What follows belongs to an exercise in optimizing a design on an open flow for small area, a short achievable clock period and few clock cycles per item; a production flow would make more cautious choices. The RTL was checked by simulation tests, not by an equivalence proof against the original design. Power figures rest on the tool's default switching activity, not on a simulated workload.

==> flow/design.v <==
module bemu_alu (
    input  wire        clk,
    input  wire        rst,
    input  wire        start,
    input  wire [7:0]  op,
    input  wire [3:0]  size,
    input  wire [63:0] a,
    input  wire [63:0] b,
    input  wire [63:0] rflag,
    output wire        done,
    output wire [63:0] result,
    output wire        taken,
    output wire        fault
);
    wire [4:0] o = op[4:0];
    wire op_mov = (o == 5'h04);
    wire op_add = (o == 5'h07);
    wire op_sub = (o == 5'h08);
    wire op_mul = (o == 5'h09);
    wire op_div = (o == 5'h0A);
    wire op_mod = (o == 5'h0B);
    wire op_inc = (o == 5'h0C);
    wire op_dec = (o == 5'h0D);
    wire op_cmp = (o == 5'h0E);
    wire op_divmod = op_div | op_mod;
    wire k8  = size[1] | size[2] | size[3];    
    wire k16 = size[2] | size[3];              
    wire k32 = size[3];                        
    wire [63:0] mask = {{32{k32}}, {16{k16}}, {8{k8}}, 8'hFF};
    wire [63:0] am = a & mask;
    wire [63:0] bm = b & mask;
    wire sa = (size[0] & a[7]) | (size[1] & a[15]) | (size[2] & a[31]) | (size[3] & a[63]);
    wire sb = (size[0] & b[7]) | (size[1] & b[15]) | (size[2] & b[31]) | (size[3] & b[63]);
    wire bz = (bm == 64'd0);
    wire fz = (rflag == 64'd0);
    wire fn = rflag[63];
    reg  cond;
    always @(*) begin
        case (o)
            5'h0F:   cond = fz;
            5'h10:   cond = !fz;
            5'h11:   cond = fn;
            5'h12:   cond = !fn && !fz;
            5'h13:   cond = fn || fz;
            5'h14:   cond = !fn;
            default: cond = 1'b0;
        endcase
    end
    wire use_a = op_add | op_sub | op_inc | op_dec | op_divmod | op_cmp;
    wire b_pos = op_add | op_mov;
    wire b_neg = op_sub | op_cmp;
    wire [63:0] xa = {64{use_a}} & mask;              
    wire [63:0] xs = {64{op_cmp}} & ~mask;            
    wire [63:0] yp = {64{b_pos}} & mask;              
    wire [63:0] yn = {64{b_neg}} & mask;              
    wire [63:0] ys = {64{op_cmp}} & ~mask;            
    wire [63:0] y1 = {64{op_dec}} & mask;             
    wire [63:0] x_in = (a & xa) | ({64{sa}} & xs);
    wire [63:0] y_in = (b & yp) | (~b & yn) | ({64{~sb}} & ys) | y1;
    wire c_in = op_sub | op_cmp | op_inc;
    wire kill8  = size[0] & ~op_cmp;
    wire kill16 = size[1] & ~op_cmp;
    wire [7:0] anz, bnz;
    genvar gi;
    generate for (gi = 0; gi < 8; gi = gi + 1) begin : g_nz
        assign anz[gi] = |am[8*gi+7:8*gi];
        assign bnz[gi] = |bm[8*gi+7:8*gi];
    end endgenerate
    wire [7:0] ath, bth;    
    assign ath[7] = anz[7];
    assign bth[7] = bnz[7];
    generate for (gi = 6; gi >= 0; gi = gi - 1) begin : g_th
        assign ath[gi] = ath[gi+1] | anz[gi];
        assign bth[gi] = bth[gi+1] | bnz[gi];
    end endgenerate
    wire a_short = |(bth & ~ath);
    reg         idle, s_mul, s_dv, s_nrm;
    reg         done_r, taken_r, fault_r;
    reg  [63:0] R, E, Q;
    reg         c32;
    reg         g8, g16, g32;             
    reg         is_mod;
    reg  [5:0]  cnt;
    assign done   = done_r;
    assign taken  = taken_r;
    assign fault  = fault_r;
    assign result = {sumh[31:0], R[31:0]};
    wire in_norm = s_nrm;
    wire in_div  = s_dv;    
    function automatic [5:0] booth(input [3:0] q, input qm);
        begin
            booth[0] = q[0] ^ qm;                                       
            booth[1] = (q[1] & ~q[0] & ~qm) | (~q[1] & q[0] & qm);      
            booth[2] = q[1] & ~(q[0] & qm);                             
            booth[3] = q[2] ^ q[1];                                     
            booth[4] = (q[3] & ~q[2] & ~q[1]) | (~q[3] & q[2] & q[1]);  
            booth[5] = q[3] & ~(q[2] & q[1]);                           
        end
    endfunction
    localparam [5:0] DIV_CTL = 6'b000_101;    
    reg  [5:0]  bc;
    reg         fc0, cin_al;
    wire b0s1 = bc[0];
    wire b0s2 = bc[1];
    wire b0n  = bc[2];
    wire b1s1 = bc[3];
    wire b1s2 = bc[4];
    wire b1n  = bc[5];
    wire [3:0] mq_in = a_short ? am[3:0] : bm[3:0];
    wire [63:0] e2 = {E[62:0], 1'b0};
    wire [63:0] p0 = ((E & {64{b0s1}}) | (e2 & {64{b0s2}})) ^ {64{b0n}};
    wire [63:0] p1 = {((E[61:0] & {62{b1s1}}) | (e2[61:0] & {62{b1s2}})), 2'b00} ^ {64{b1n}};
    wire [63:0] fs = R ^ p0 ^ p1;
    wire [63:0] fm = (R & p0) | (R & p1) | (p0 & p1);
    wire [32:0] suml;
    wire [32:0] sumh;
    wire [64:0] sum;
    wire [63:0] fc = {fm[62:0], fc0};
    bemu_add #(.W(32)) adl (.x(x_in[31:0]), .y(y_in[31:0]), .ci(c_in), .s(suml));
    bemu_add #(.W(32)) adh (.x(R[63:32]), .y(Q[63:32]), .ci(c32), .s(sumh));
    bemu_add #(.W(64)) al  (.x(fs), .y(fc), .ci(cin_al), .s(sum));
    wire        ge   = sum[64] | fm[63];    
    wire [63:0] rmask = {{32{g32}}, {16{g16}}, {8{g8}}, 8'hFF};
    wire        mul_last = (Q[63:3] == 61'd0);
    wire [63:0] tR;
    assign tR[63] = R[63];
    generate for (gi = 62; gi >= 0; gi = gi - 1) begin : g_tr
        assign tR[gi] = tR[gi+1] | R[gi];
    end endgenerate
    wire fit16 = ~|({E[47:0], 16'd0} & ~tR) & ~|E[63:48];
    wire fit4  = ~|({E[59:0], 4'd0} & ~tR) & ~|E[63:60];
    wire fit1  = ~|({E[62:0], 1'b0} & ~tR) & ~E[63];
    wire norm_shift = in_norm & ~fault_r & (fit16 | fit4 | fit1);
    wire [63:0] q_next = {Q[62:0], ge};
    wire        div_last = (cnt == 6'd0);
    always @(posedge clk) begin
        if (rst) begin
            idle   <= 1'b1;
            s_mul  <= 1'b0;
            s_dv   <= 1'b0;
            s_nrm  <= 1'b0;
            done_r <= 1'b0;
        end else if (idle) begin
            done_r <= start & ~op_mul & ~op_divmod;
            if (start & op_mul) begin
                idle  <= 1'b0;
                s_mul <= 1'b1;
            end
            if (start & op_divmod) begin
                idle  <= 1'b0;
                s_dv  <= 1'b1;
                s_nrm <= 1'b1;
            end
        end else if (s_mul) begin
            if (mul_last) begin
                idle   <= 1'b1;
                s_mul  <= 1'b0;
                done_r <= 1'b1;
            end
        end else begin
            if (fault_r || (!norm_shift && cnt == 6'd0)) begin
                idle   <= 1'b1;
                s_dv   <= 1'b0;
                done_r <= 1'b1;
            end
            if (!norm_shift)
                s_nrm <= 1'b0;
        end
    end
    always @(posedge clk) begin
        if (idle) begin
            R       <= {x_in[63:32], suml[31:17], suml[16] & ~kill16,
                        suml[15:9], suml[8] & ~kill8, suml[7:0]};
            c32     <= suml[32] & (k32 | op_cmp);
            taken_r <= cond;
            fault_r <= op_divmod & bz;
            g8      <= k8;
            g16     <= k16;
            g32     <= k32;
            is_mod  <= op_mod;
            cnt     <= 6'd0;
            if (op_divmod) begin
                bc     <= DIV_CTL;
                fc0    <= 1'b0;
                cin_al <= 1'b1;
            end else begin
                bc     <= booth(mq_in, 1'b0);
                fc0    <= booth(mq_in, 1'b0) >> 2;
                cin_al <= booth(mq_in, 1'b0) >> 5;
            end
            E       <= (op_mul & ~a_short) ? am : bm;
            Q       <= op_mul ? (a_short ? am : bm) : y_in;
        end else if (s_mul) begin
            R <= sum[63:0] & rmask;
            Q  <= {4'b0000, Q[63:4]};
            E  <= {E[59:0], 4'b0000};
            bc     <= booth(Q[7:4], Q[3]);
            fc0    <= booth(Q[7:4], Q[3]) >> 2;
            cin_al <= booth(Q[7:4], Q[3]) >> 5;
        end else if (norm_shift) begin
            Q <= 64'd0;
            if (fit16) begin
                E   <= {E[47:0], 16'd0};
                cnt <= cnt + 6'd16;
            end else if (fit4) begin
                E   <= {E[59:0], 4'd0};
                cnt <= cnt + 6'd4;
            end else begin
                E   <= {E[62:0], 1'b0};
                cnt <= cnt + 6'd1;
            end
        end else begin
            Q   <= q_next;
            E   <= {1'b0, E[63:1]};
            cnt <= cnt - 6'd1;
            if (ge & ~fault_r & ~(div_last & ~is_mod))
                R <= sum[63:0];
            else if (fault_r)
                R <= 64'd0;
            else if (div_last & ~is_mod)
                R <= q_next;
            if (div_last)
                Q[63:32] <= 32'd0;
        end
    end
endmodule
module bemu_add #(parameter W = 32) (
    input  wire [W-1:0] x,
    input  wire [W-1:0] y,
    input  wire         ci,
    output wire [W:0]   s
);
    wire [W+1:0] t = {1'b0, x, 1'b1} + {1'b0, y, ci};
    assign s = t[W+1:1];
endmodule
clock: 12.0 ns
lec_check: 0
cap_margin: 20
core_margin: 2
core_utilization: 40
slew_margin: 20
synth_hierarchical: 1
standard.sh (not shown) runs the stock make flow with config.mk's settings and CLKGATE_MAP_FILE= SYNTH_SCRIPT=/design/flow/synth_recipe.tcl, a recipe that flattens the netlist after the stock synthesis.
==> flow/flow/run.sh <==
#!/bin/bash
# The standard layout (standard.sh: the standard flow's synthesis and ORFS flow, with
# config.mk's settings), except that
#  - buffer_ports gives each port a plain buf_1 instead of the delay cell
#    (clkdlybuf4s50_1) it picks by itself.
# The clock period and constraint.sdc are the design's.
set -euo pipefail
MARGIN=6.5
bash standard.sh SETUP_SLACK_MARGIN=$MARGIN \
  "BUFFER_PORTS_ARGS=-buffer_cell sky130_fd_sc_hd__buf_1" finish > standard_flow.log 2>&1
Testbench counts at the start, summed over its fixed seeds: cycles 28,128, ops 12,000.
Next try:
--- a/flow/design.v
+++ b/flow/design.v
@@ -87,41 +87,22 @@
     assign result = {sumh[31:0], R[31:0]};
     wire in_norm = s_nrm;
     wire in_div  = s_dv;    
-    function automatic [5:0] booth(input [3:0] q, input qm);
-        begin
-            booth[0] = q[0] ^ qm;                                       
-            booth[1] = (q[1] & ~q[0] & ~qm) | (~q[1] & q[0] & qm);      
-            booth[2] = q[1] & ~(q[0] & qm);                             
-            booth[3] = q[2] ^ q[1];                                     
-            booth[4] = (q[3] & ~q[2] & ~q[1]) | (~q[3] & q[2] & q[1]);  
-            booth[5] = q[3] & ~(q[2] & q[1]);                           
-        end
-    endfunction
-    localparam [5:0] DIV_CTL = 6'b000_101;    
-    reg  [5:0]  bc;
-    reg         fc0, cin_al;
-    wire b0s1 = bc[0];
-    wire b0s2 = bc[1];
-    wire b0n  = bc[2];
-    wire b1s1 = bc[3];
-    wire b1s2 = bc[4];
-    wire b1n  = bc[5];
-    wire [3:0] mq_in = a_short ? am[3:0] : bm[3:0];
-    wire [63:0] e2 = {E[62:0], 1'b0};
-    wire [63:0] p0 = ((E & {64{b0s1}}) | (e2 & {64{b0s2}})) ^ {64{b0n}};
-    wire [63:0] p1 = {((E[61:0] & {62{b1s1}}) | (e2[61:0] & {62{b1s2}})), 2'b00} ^ {64{b1n}};
+    reg         en0, inv0, en1;
+    wire [63:0] p0 = (E ^ {64{inv0}}) & {64{en0}};
+    wire [63:0] p1 = {E[62:0], 1'b0} & {64{en1}};
+    wire [1:0]  mq_in = a_short ? am[1:0] : bm[1:0];
     wire [63:0] fs = R ^ p0 ^ p1;
     wire [63:0] fm = (R & p0) | (R & p1) | (p0 & p1);
     wire [32:0] suml;
     wire [32:0] sumh;
     wire [64:0] sum;
-    wire [63:0] fc = {fm[62:0], fc0};
+    wire [63:0] fc = {fm[62:0], 1'b0};
     bemu_add #(.W(32)) adl (.x(x_in[31:0]), .y(y_in[31:0]), .ci(c_in), .s(suml));
     bemu_add #(.W(32)) adh (.x(R[63:32]), .y(Q[63:32]), .ci(c32), .s(sumh));
-    bemu_add #(.W(64)) al  (.x(fs), .y(fc), .ci(cin_al), .s(sum));
+    bemu_add #(.W(64)) al  (.x(fs), .y(fc), .ci(in_div), .s(sum));
     wire        ge   = sum[64] | fm[63];    
     wire [63:0] rmask = {{32{g32}}, {16{g16}}, {8{g8}}, 8'hFF};
-    wire        mul_last = (Q[63:3] == 61'd0);
+    wire        mul_last = (Q[63:2] == 62'd0);
     wire [63:0] tR;
     assign tR[63] = R[63];
     generate for (gi = 62; gi >= 0; gi = gi - 1) begin : g_tr
@@ -179,24 +160,17 @@
             g32     <= k32;
             is_mod  <= op_mod;
             cnt     <= 6'd0;
-            if (op_divmod) begin
-                bc     <= DIV_CTL;
-                fc0    <= 1'b0;
-                cin_al <= 1'b1;
-            end else begin
-                bc     <= booth(mq_in, 1'b0);
-                fc0    <= booth(mq_in, 1'b0) >> 2;
-                cin_al <= booth(mq_in, 1'b0) >> 5;
-            end
+            en0     <= op_divmod | mq_in[0];
+            inv0    <= op_divmod;
+            en1     <= ~op_divmod & mq_in[1];
             E       <= (op_mul & ~a_short) ? am : bm;
             Q       <= op_mul ? (a_short ? am : bm) : y_in;
         end else if (s_mul) begin
             R <= sum[63:0] & rmask;
-            Q  <= {4'b0000, Q[63:4]};
-            E  <= {E[59:0], 4'b0000};
-            bc     <= booth(Q[7:4], Q[3]);
-            fc0    <= booth(Q[7:4], Q[3]) >> 2;
-            cin_al <= booth(Q[7:4], Q[3]) >> 5;
+            Q   <= {2'b00, Q[63:2]};
+            E   <= {E[61:0], 2'b00};
+            en0 <= Q[2];
+            en1 <= Q[3];
         end else if (norm_shift) begin
             Q <= 64'd0;
             if (fit16) begin
=> Via count shrinks by a little under a tenth; wire length shrinks by roughly a tenth; sequential power shrinks by a few percent; total power shrinks by well over a third; cell count shrinks by a few percent.
Testbench counts after the change, summed over its fixed seeds: cycles 30,559, ops 12,000.

## afterwards: timing with drivers on the ports
How much do the figures lean on ideal ports? The routed layouts below were timed once more, with nothing changed but the port constraints. Step 1 assumes that a clkbuf_16 drives the clock port and a buf_2 every other input. Step 2, shift: input delay + t, output delay - t, t = (earliest + latest rising clock arrival at the registers) / 2. This alone moves slack from input paths to output paths. Three values: ideal, step 1, step 2; two values: the first two.
run	shift t [ns]	setup slack, ns	hold slack, ns	worst data-port slew with drivers (ns)	cell pins on the clock port's net
the first run	0.607	6.323 / 6.323 / 5.784	0.484 / 0.484 / 0.484	0.10	1
the second run	0.655	6.086 / 6.097 / 5.441	0.527 / 0.527 / 0.527	0.08	1
After both steps every run listed still meets setup and hold. For the second run, which loses most, drivers alone change the setup slack by +0.011 ns; drivers and shift together by -0.645 ns.
